Context: an optimization exercise on an open-source flow, tuned for small area, a short achievable clock period and few clock cycles. The choices shown serve that exercise and are no tape-out recipe. In this exercise RTL edits were held to simulation tests only and were not proved equivalent to the original.

==> flow/design.v <==
module pjon_cipher (
    input  wire         clk,
    input  wire         rst,         
    input  wire [127:0] key,         
    input  wire         cmd_valid,
    input  wire         cmd_op,      
    input  wire         cmd_ivf,
    input  wire         cmd_side,    
    input  wire [7:0]   cmd_len,
    input  wire [31:0]  cmd_now,
    input  wire         buf_we,
    input  wire [6:0]   buf_addr,
    input  wire [7:0]   buf_wdata,
    output wire [7:0]   buf_rdata,
    output wire         busy,
    output reg          done,
    output reg          err,
    output reg  [7:0]   result
);
    localparam [1:0] S_IDLE  = 2'd0,
                     S_CRYPT = 2'd1,    
                     S_SRCH  = 2'd2,    
                     S_SCAN  = 2'd3;    
    reg [7:0]   mem [0:127];
    reg [383:0] sb;                     
    reg [95:0]  key_r;                  
    reg [1:0]   state;
    reg         op_r, ivf_r, side_r;
    reg [7:0]   n_r;
    reg [7:0]   plen;                   
    reg [7:0]   xlim;                   
    reg [7:0]   x;                      
    reg         fetch;                  
    reg         pre_ph;                 
    reg [7:0]   cnt;                    
    reg [7:0]   k1;                     
    reg         pv;                     
    reg [7:0]   c0, cand;               
    reg [7:0]   seen;
    reg [7:0]   pend_len, pend_c;
    reg [5:0]   ka, kj;                 
    reg         ks_run, ks_done;
    assign busy = (state != S_IDLE);
    wire [6:0] addr = busy ? cnt[6:0] : buf_addr;
    wire [7:0] pm   = ({1'b0, addr} < pend_len) ? pend_c : 8'd0;
    wire [7:0] rdv  = mem[addr] ^ pm;
    assign buf_rdata = rdv;
    reg  [5:0] kb_r;                    
    reg  [5:0] ta_r, tb_r;              
    wire [5:0] ka_nx = ka + 6'd1;
    wire [5:0] t_q = ta_r + tb_r - ka;  
    reg  [5:0] s_b, s_t, kb;
    integer e;
    always @(*) begin
        s_t = 6'd0;
        kb  = 6'd0;
        for (e = 0; e < 64; e = e + 1)
            if (t_q == e) s_t = sb[6*e +: 6];
        for (e = 0; e < 16; e = e + 1)
            if (ka_nx[3:0] == e) kb = key_r[6*e +: 6];
    end
    wire [5:0] s_a = ks_run ? sb[5:0] : sb[11:6];
    wire [5:0] jb = kj + s_a + kb_r;    
    always @(*) begin
        s_b = 6'd0;
        for (e = 0; e < 64; e = e + 1)
            if (jb == e) s_b = sb[6*e +: 6];
    end
    wire [95:0] key6;
    genvar g;
    generate for (g = 0; g < 16; g = g + 1) begin : gk
        assign key6[6*g +: 6] = key[8*g +: 6];
    end endgenerate
    wire kdiff = (key6 != key_r);
    wire bad_len = cmd_op ? (cmd_len > 8'd128)
                 : (cmd_ivf & ~cmd_side) ? (cmd_len > 8'd127)
                 : (cmd_ivf &  cmd_side) ? (cmd_len == 8'd0 || cmd_len > 8'd128)
                 : (cmd_len > 8'd128);
    wire [7:0] len_m1 = cmd_len - 8'd1;
    wire [11:0] m1 = {4'd0, cmd_now[7:0]} + {3'd0, cmd_now[15:8], 1'b0}
                   + {2'd0, cmd_now[23:16], 2'b0} + {1'd0, cmd_now[31:24], 3'b0};
    wire [8:0]  m2 = {1'b0, m1[7:0]} + {4'd0, m1[11:8], 1'b0};
    wire [7:0]  m3 = m2[7:0] + {6'd0, m2[8], 1'b0};
    wire [7:0]  iv_first = ((m3 >= 8'd254) ? m3 - 8'd254 : m3) + 8'd1;
    wire tail     = pre_ph && !fetch && (cnt < pend_len);
    wire pre_act  = pre_ph && (fetch || tail);
    wire pre_last = fetch ? !(plen < pend_len) : (tail && (cnt + 8'd1 == pend_len));
    wire pre_free = !pre_act || pre_last;
    wire crypt    = (state == S_CRYPT);
    wire s1_go    = crypt && ks_done && (k1 < plen) && pre_free;
    wire p_last   = crypt && pv && (cnt + 8'd1 == plen);
    wire p_none   = crypt && (plen == 8'd0) && pre_free;
    wire [7:0] ks_out = rdv ^ ((cnt < xlim) ? x : 8'd0) ^ {2'b00, s_t};
    wire [7:0] mv     = (state == S_SCAN) ? rdv : ks_out;
    wire       mv_en  = (state == S_SCAN) || (crypt && pv && ivf_r && !side_r);
    reg  [7:0] mv_r;
    reg        mv_v;
    wire [8:0] mdiff  = {1'b0, mv_r} - {1'b0, c0};
    wire [7:0] md     = mdiff[8] ? mdiff[7:0] - 8'd2 : mdiff[7:0];
    wire       mark   = mv_v && (mv_r != 8'd0) && (mv_r != 8'd255) && (md[7:3] == 5'd0);
    reg  [7:0] seen_s;
    always @(*) begin
        seen_s = seen;
        if (mark) seen_s[md[2:0]] = 1'b1;
    end
    wire       srch   = (state == S_SRCH);
    wire       found  = srch && !seen_s[0];
    wire       full   = &seen_s;
    wire [7:0] cand_nxt = (cand == 8'd254) ? 8'd1 : cand + 8'd1;
    wire [8:0] c0_p8  = {1'b0, c0} + 9'd8;
    wire [7:0] c0_nxt = (c0_p8 > 9'd254) ? c0_p8[7:0] - 8'd254 : c0_p8[7:0];
    wire restart = rst || (!busy && kdiff) || p_last;
    wire       mem_we = busy ? ((crypt && (tail || pv)) || (found && !op_r))
                             : buf_we;
    wire [7:0] mem_wd = !busy ? (buf_wdata ^ pm)
                      : (state == S_SRCH) ? cand
                      : pv ? ks_out : rdv;
    always @(posedge clk)
        if (mem_we) mem[addr] <= mem_wd;
    wire step = ks_run || s1_go;
    always @(posedge clk) begin
        for (e = 0; e < 64; e = e + 1) begin
            if (restart)
                sb[6*e +: 6] <= e[5:0];
            else if (step) begin
                if ((e == 63 && ks_run) || (e == 0 && !ks_run))
                    sb[6*e +: 6] <= s_b;
                else if (jb == ((e + 1) % 64))
                    sb[6*e +: 6] <= s_a;
                else
                    sb[6*e +: 6] <= sb[6*((e + 1) % 64) +: 6];
            end
        end
    end
    always @(posedge clk) begin
        if (restart) begin
            key_r   <= key6;
            kb_r    <= key6[5:0];
            ka      <= 6'd0;
            kj      <= 6'd0;
            ks_run  <= 1'b1;
            ks_done <= 1'b0;
        end else if (step) begin
            ka   <= ka_nx;
            kj   <= jb - 6'd1;
            kb_r <= (ks_run && ka != 6'd63) ? kb : 6'd0;
            if (ks_run && ka == 6'd63) begin
                ks_run  <= 1'b0;
                ks_done <= 1'b1;
                kj      <= 6'd0;
            end
        end
    end
    always @(posedge clk) begin
        mv_r <= mv;
        mv_v <= busy && mv_en;
        if (!busy || (srch && full))
            seen <= 8'd0;
        else if (srch)
            seen <= {1'b0, seen_s[7:1]};
        else
            seen <= seen_s;
    end
    always @(posedge clk) begin
        done <= 1'b0;
        ta_r <= s_a;
        tb_r <= s_b;
        if (rst) begin
            state    <= S_IDLE;
            err      <= 1'b0;
            result   <= 8'd0;
            pend_len <= 8'd0;
        end else begin
            case (state)
            S_IDLE: begin
                if (cmd_valid) begin
                    op_r   <= cmd_op;
                    ivf_r  <= cmd_ivf;
                    side_r <= cmd_side;
                    n_r    <= cmd_len;
                    c0     <= iv_first;
                    cand   <= iv_first;
                    k1     <= 8'd0;
                    pv     <= 1'b0;
                    if (bad_len) begin
                        err    <= 1'b1;
                        result <= 8'd0;
                        done   <= 1'b1;
                    end else begin
                        err <= 1'b0;
                        if (cmd_op) begin
                            cnt   <= 8'd0;
                            state <= (cmd_len == 8'd0) ? S_SRCH : S_SCAN;
                        end else begin
                            state <= S_CRYPT;
                            plen  <= (cmd_ivf && cmd_side) ? len_m1 : cmd_len;
                            xlim  <= (cmd_ivf && cmd_len >= 8'd2) ? len_m1 : 8'd0;
                            fetch <= cmd_ivf && cmd_len >= 8'd2;
                            pre_ph <= 1'b1;
                            cnt   <= (cmd_ivf && cmd_len >= 8'd2) ? len_m1
                                   : (cmd_ivf && cmd_side) ? len_m1 : cmd_len;
                        end
                    end
                end
            end
            S_CRYPT: begin
                if (fetch) begin
                    x     <= rdv;
                    fetch <= 1'b0;
                    cnt   <= plen;
                end else if (tail) begin
                    cnt <= cnt + 8'd1;
                end
                if (s1_go) begin
                    k1     <= k1 + 8'd1;
                    pre_ph <= 1'b0;
                end
                pv <= s1_go;
                if (pv)
                    cnt <= cnt + 8'd1;
                else if (s1_go)
                    cnt <= 8'd0;
                if (p_last || p_none) begin
                    cnt <= n_r;
                    if (ivf_r && !side_r) begin
                        state    <= S_SRCH;
                        pend_len <= 8'd0;    
                    end else begin
                        state  <= S_IDLE;
                        done   <= 1'b1;
                        result <= plen;
                        if (ivf_r && plen >= 8'd2) begin
                            pend_len <= plen - 8'd1;
                            pend_c   <= ks_out;
                        end else begin
                            pend_len <= 8'd0;
                        end
                    end
                end
            end
            S_SCAN: begin
                cnt <= cnt + 8'd1;
                if (cnt + 8'd1 == n_r) begin
                    cnt   <= n_r;
                    state <= S_SRCH;
                end
            end
            S_SRCH: begin
                if (full) begin
                    c0    <= c0_nxt;
                    cand  <= c0_nxt;
                    cnt   <= 8'd0;
                    state <= S_SCAN;
                end else if (!found) begin
                    cand <= cand_nxt;
                end else begin
                    state <= S_IDLE;
                    done  <= 1'b1;
                    if (op_r) begin
                        result <= cand;
                    end else begin
                        result   <= n_r + 8'd1;
                        pend_len <= n_r;
                        pend_c   <= cand;
                    end
                end
            end
            endcase
        end
    end
endmodule
clock: 17.0 ns
lec_check: 0
abc_area: 1
cap_margin: 20
core_margin: 2
core_utilization: 40
slew_margin: 20
standard.sh (not shown) runs the stock make flow with config.mk's settings and CLKGATE_MAP_FILE= SYNTH_SCRIPT=/design/flow/synth_recipe.tcl, a recipe that flattens the netlist after the stock synthesis.
==> flow/flow/run.sh <==
#!/bin/bash
# Standard layout (the standard.sh: standard synthesis, floorplan, place,
# CTS, route, finish), with a larger setup margin for ORFS's timing repair so
# that the resizer keeps improving the critical paths below the clock period.
set -euo pipefail
bash standard.sh SETUP_SLACK_MARGIN=8 finish > standard_flow.log 2>&1
The first run completed and failed the layout checks on capacitance limit, slew limit.
Testbench counts at the start, summed over its fixed seeds: cycles 59,781.
Change:
--- a/flow/config.mk
+++ b/flow/config.mk
@@ -7,3 +7,2 @@
 export LEC_CHECK = 0
-export ABC_AREA = 1
 export CAP_MARGIN = 20
The changed run produced a clean layout.
Setup slack gets better by 0.019 ns.
Cell area is higher by 1.5%.
Die area is higher by 4.1%.
Cell count is lower by 4.0%.
Wire length is higher by 34%.
Flip-flop and latch count is unchanged.
Global-route usage is higher by 9.0 points.
Clock-buffer cell count is lower by 2.
Change:
--- a/flow/config.mk
+++ b/flow/config.mk
@@ -7,5 +7,6 @@
 export LEC_CHECK = 0
+export ABC_AREA = 1
 export CAP_MARGIN = 20
 export CORE_MARGIN = 2
-export CORE_UTILIZATION = 40
+export CORE_UTILIZATION = 60
 export SLEW_MARGIN = 20
=> The new run finished but failed the layout checks on capacitance limit, slew limit. Maximum frequency barely changes. Wire length decreases by 30%. Global-route usage climbs by 2.6 points. Synthesized area decreases by 4.0%. Via count shrinks by about 8%. Non-clock buffer count decreases by 54. Hold slack gains 0.012 ns. Setup slack gets better by 0.018 ns. Synthesized cell count rose by 5.2%. Clock skew came out lower by 0.062 ns.

build 23:
pjon_cipher, a different RTL version from the one above (not shown whole).
Size in the first run: about 8300 cells after synthesis, about 210 I/O pins, ~79000 um^2 of cells after synthesis.
==> flow/config.mk <==
export PLATFORM = sky130hd
export DESIGN_NAME = pjon_cipher
export DESIGN_NICKNAME = pjon_cipher
export VERILOG_FILES = /design/flow/design.v
export SDC_FILE = /design/flow/constraint.sdc
export NUM_CORES = 4
export LEC_CHECK = 0
export ABC_AREA = 1
export CAP_MARGIN = 30
export CORE_MARGIN = 2
export CORE_UTILIZATION = 45
export SLEW_MARGIN = 30
==> flow/constraint.sdc <==
create_clock -name core_clock -period 17.0 [get_ports {clk}]
set_input_delay 3.4000 -clock core_clock [delete_from_list [all_inputs] [get_ports {clk}]]
set_output_delay 3.4000 -clock core_clock [all_outputs]
set_load 0.01 [all_outputs]
==> flow/flow/run.sh <==
#!/bin/bash
# Standard layout (the standard.sh: standard synthesis, floorplan, place,
# CTS, route, finish), with a larger setup margin (7 ns) for ORFS's timing repair so
# that the resizer keeps improving the critical paths below the clock period,
# and without gate cloning (its clones can overload a driver after routing).
set -euo pipefail
bash standard.sh SETUP_SLACK_MARGIN=7 SKIP_GATE_CLONING=1 finish > standard_flow.log 2>&1
Testbench counts of build 23, summed over its fixed seeds: cycles 57,669.
For build 54, these inputs were changed with respect to build 23:
- CTS_CLUSTER_DIAMETER now 80, previously not set
- SETUP_SLACK_MARGIN now 5, previously not set
- CTS_CLUSTER_SIZE now 20, previously not set
- CORE_UTILIZATION now 50, was 45
==> flow/run.sh (new file) <==
#!/bin/bash
# synth_recipe.tcl (not shown) runs the flow's synth.tcl, then flattens the netlist and writes it again
# the make line also repeats each setting of config.mk as NAME=value (left out here)
make -C /OpenROAD-flow-scripts/flow DESIGN_CONFIG=/design/flow/config.mk WORK_HOME=/design/flow/orfs CLKGATE_MAP_FILE= SYNTH_SCRIPT=/design/flow/synth_recipe.tcl finish
removed: flow/flow/run.sh
removed: flow/standard.sh
### Flow results
Clock network area share sits lower in build 54 than in build 23. Looking at final-layout non-clock buffer area share across build 54 and build 23, the one that comes out lower is build 54. Build 54 vs build 23 on worst hold slack after final layout: build 54 is the lower one. Summary: with build 23 as the reference, instance area at placement in build 54 moved down slightly. From build 23 to build 54 the numbers moved as follows: data arrival at the endpoint of the critical path rose 1.66 ns; multi-input combinational area share rose 1.6 points; core area fell about 10%; final design instance area without fill fell 6900 um^2.
Input-level comparison between build 9 and build 54:
- SETUP_SLACK_MARGIN no longer set, was 5
==> flow/flow/run.sh (new file) <==
#!/bin/bash
# Standard layout (the standard.sh: standard synthesis, floorplan, place,
# CTS, route, finish) with these changes:
# - a larger setup margin (7 ns) for ORFS's timing repair, so that the resizer
#   keeps improving the critical paths below the clock period;
# - no gate cloning (its clones can overload a driver after routing);
# - every port still gets a buffer, but a small one (buf_1) to start from;
#   timing repair upsizes those on critical paths.
set -euo pipefail
bash standard.sh SETUP_SLACK_MARGIN=7 SKIP_GATE_CLONING=1 \
    'BUFFER_PORTS_ARGS=-buffer_cell sky130_fd_sc_hd__buf_1' finish > standard_flow.log 2>&1
==> flow/standard.sh (new file) <==
#!/bin/bash
# synth_recipe.tcl (not shown) runs the flow's synth.tcl, then flattens the netlist and writes it again
# the make line also repeats each setting of config.mk as NAME=value (left out here)
make -C /OpenROAD-flow-scripts/flow DESIGN_CONFIG=/design/flow/config.mk WORK_HOME=/design/flow/orfs CLKGATE_MAP_FILE= SYNTH_SCRIPT=/design/flow/synth_recipe.tcl "${@:-finish}"
removed: flow/run.sh
### Flow results
Of the two values seen for launching element of the worst setup path, buf_addr[0] was produced by build 9 and buf_addr[2] by build 54.
Going from build 54 to build 9, number of ordinary and repair buffers in the finished layout now larger, die height comparable, highest achievable clock rate now larger, finished layout cell area now larger.
## Diff of input files: build 2 against build 9
- CTS_CLUSTER_SIZE now 25, was 20
- CTS_CLUSTER_DIAMETER now 90, was 80
Results
- Cmp build 2 and build 9 / worst-margin pin slew / lower: build 9
- Build 9 → build 2: cell count lower; final area lower; sequential share of layout area higher; number of well-tap cells placed roughly the same; number of nets still failing antenna checks after routing roughly the same.

pjon_cipher, a different RTL version from the one above (not shown whole).
Size in the first run: roughly 1800 flip-flops, ~90000 sq um of cells after synthesis.
make LEC_CHECK=0 CAP_MARGIN=20 CORE_MARGIN=2 CORE_UTILIZATION=40 SETUP_SLACK_MARGIN=5 SLEW_MARGIN=20 finish   # period 17.0 ns
run.sh (not shown) runs the stock make flow with config.mk's settings and CLKGATE_MAP_FILE= SYNTH_SCRIPT=/design/flow/synth_recipe.tcl, a recipe that flattens the netlist after the stock synthesis.
Stock flow here: none of the scripts above is used.
Testbench counts at the start, summed over its fixed seeds: cycles 59,781.
Change:
Settings changed: SETUP_SLACK_MARGIN 5 to default.
Outcome: Final cell count shrinks by about 0.36%. Final area fell by 0.78%. Global-route usage fell by 0.11 points.

Another version of the RTL of pjon_cipher (not shown whole).
For scale: about 1,700 flip-flops, ~210 I/O pins, ~0.079 mm2 of cells after synthesis.
Settings: LEC_CHECK=0, ABC_AREA=1, CAP_MARGIN=30, CORE_MARGIN=2, CORE_UTILIZATION=50, SLEW_MARGIN=30; clock period 17.0 ns.
standard.sh (not shown) runs the stock make flow with config.mk's settings and CLKGATE_MAP_FILE= SYNTH_SCRIPT=/design/flow/synth_recipe.tcl, a recipe that flattens the netlist after the stock synthesis.
==> flow/flow/run.sh <==
#!/bin/bash
# Standard layout (the standard.sh: standard synthesis, floorplan, place,
# CTS, route, finish), with a larger setup margin for ORFS's timing repair so
# that the resizer keeps improving the critical paths below the clock period,
# and without gate cloning (its clones can overload a driver after routing).
set -euo pipefail
bash standard.sh SETUP_SLACK_MARGIN=8 SKIP_GATE_CLONING=1 finish > standard_flow.log 2>&1
Testbench counts at the start, summed over its fixed seeds: cycles 57,669.
Then changed:
Settings changed: CAP_MARGIN 30 to 20, SLEW_MARGIN 30 to 20.
Result: Via count hardly moves; non-clock buffer count went down by 7; die area does not change; routed wire length went down by 0.92%; cell area is about the same; area after synthesis does not change; clock-buffer cell count went down by 2; clock skew went up by 0.0068 ns.
Then changed:
Settings changed: CAP_MARGIN 20 to 30, CORE_UTILIZATION 50 to 60, SLEW_MARGIN 20 to 30.
=> The changed run finished with timing, DRC and antenna clean. Cell count is lower by a few percent. Via count is higher by a few percent. Area after synthesis does not change. Non-clock buffer count is higher by 35. Cell area is higher slightly. Worst setup slack degrades by 0.021 ns.
Then changed:
--- a/flow/flow/run.sh
+++ b/flow/flow/run.sh
@@ -5,3 +5,3 @@
 # and without gate cloning (its clones can overload a driver after routing).
 set -euo pipefail
-bash standard.sh SETUP_SLACK_MARGIN=8 SKIP_GATE_CLONING=1 finish > standard_flow.log 2>&1
+bash standard.sh SETUP_SLACK_MARGIN=7 SKIP_GATE_CLONING=1 finish > standard_flow.log 2>&1
Settings changed: CORE_UTILIZATION 60 to 50.
=>
- The new run ran to the end with no violations
- utilization drops by 14 points
- global-route usage drops by 7.4 points
- sequential share of layout area climbs by 1.1 points
- final cell count climbs by 2.4%
- worst setup slack loses 0.12 ns

==> afterwards: timing with drivers on the ports <==
Ports are ideal in the flow. The routed layouts listed here were re-timed in OpenROAD. Step 1 (the two cells are an assumption about what drives the block):
set clk [get_ports {clk}]
set_driving_cell -lib_cell sky130_fd_sc_hd__clkbuf_16 $clk
set_driving_cell -lib_cell sky130_fd_sc_hd__buf_2 [delete_from_list [all_inputs] $clk]
Step 2 times the ports against the registers' clock, not the clock port: input delays grow and output delays shrink by t, the midpoint of the rising clock arrivals with the driver on. Three values: no drivers, after step 1, after step 2; two values: the first two.
| run | t (ns) | setup slack, ns | worst register clock-pin slew, ns |
|---|---|---|---|
| the first run of note 1 | 0.919 | 6.853 / 6.820 / 6.820 | 0.07 / 0.07 |
| the second run of note 1 | 0.918 | 6.872 / 6.807 / 6.807 | 0.07 / 0.07 |
| the third run of note 1 | 0.888 | 6.890 / 6.853 / 6.853 | 0.07 / 0.07 |
| build 23 | 0.911 | 6.927 / 6.823 / 6.823 | 0.07 / 0.07 |
| build 54 | 0.851 | 5.268 / 5.245 / 5.245 | 0.09 / 0.09 |
| build 9 | 0.841 | 6.905 / 6.855 / 6.855 | 0.09 / 0.09 |
| build 2 | 0.826 | 6.913 / 6.854 / 6.854 | 0.11 / 0.11 |
| the first run of note 3 | 0.961 | 4.387 / 4.387 / 4.387 | 0.08 / 0.08 |
| the second run of note 3 | 0.953 | 2.824 / 2.824 / 2.824 | 0.08 / 0.08 |
| the first run of note 4 | 0.896 | 6.905 / 6.865 / 6.865 | 0.07 / 0.07 |
| the second run of note 4 | 0.903 | 6.895 / 6.856 / 6.856 | 0.07 / 0.07 |
| the third run of note 4 | 0.903 | 6.875 / 6.837 / 6.837 | 0.08 / 0.08 |
| the fourth run of note 4 | 0.893 | 6.754 / 6.721 / 6.721 | 0.07 / 0.07 |
For build 23, which loses most, drivers alone change the setup slack by -0.104 ns; drivers and shift together by -0.104 ns.
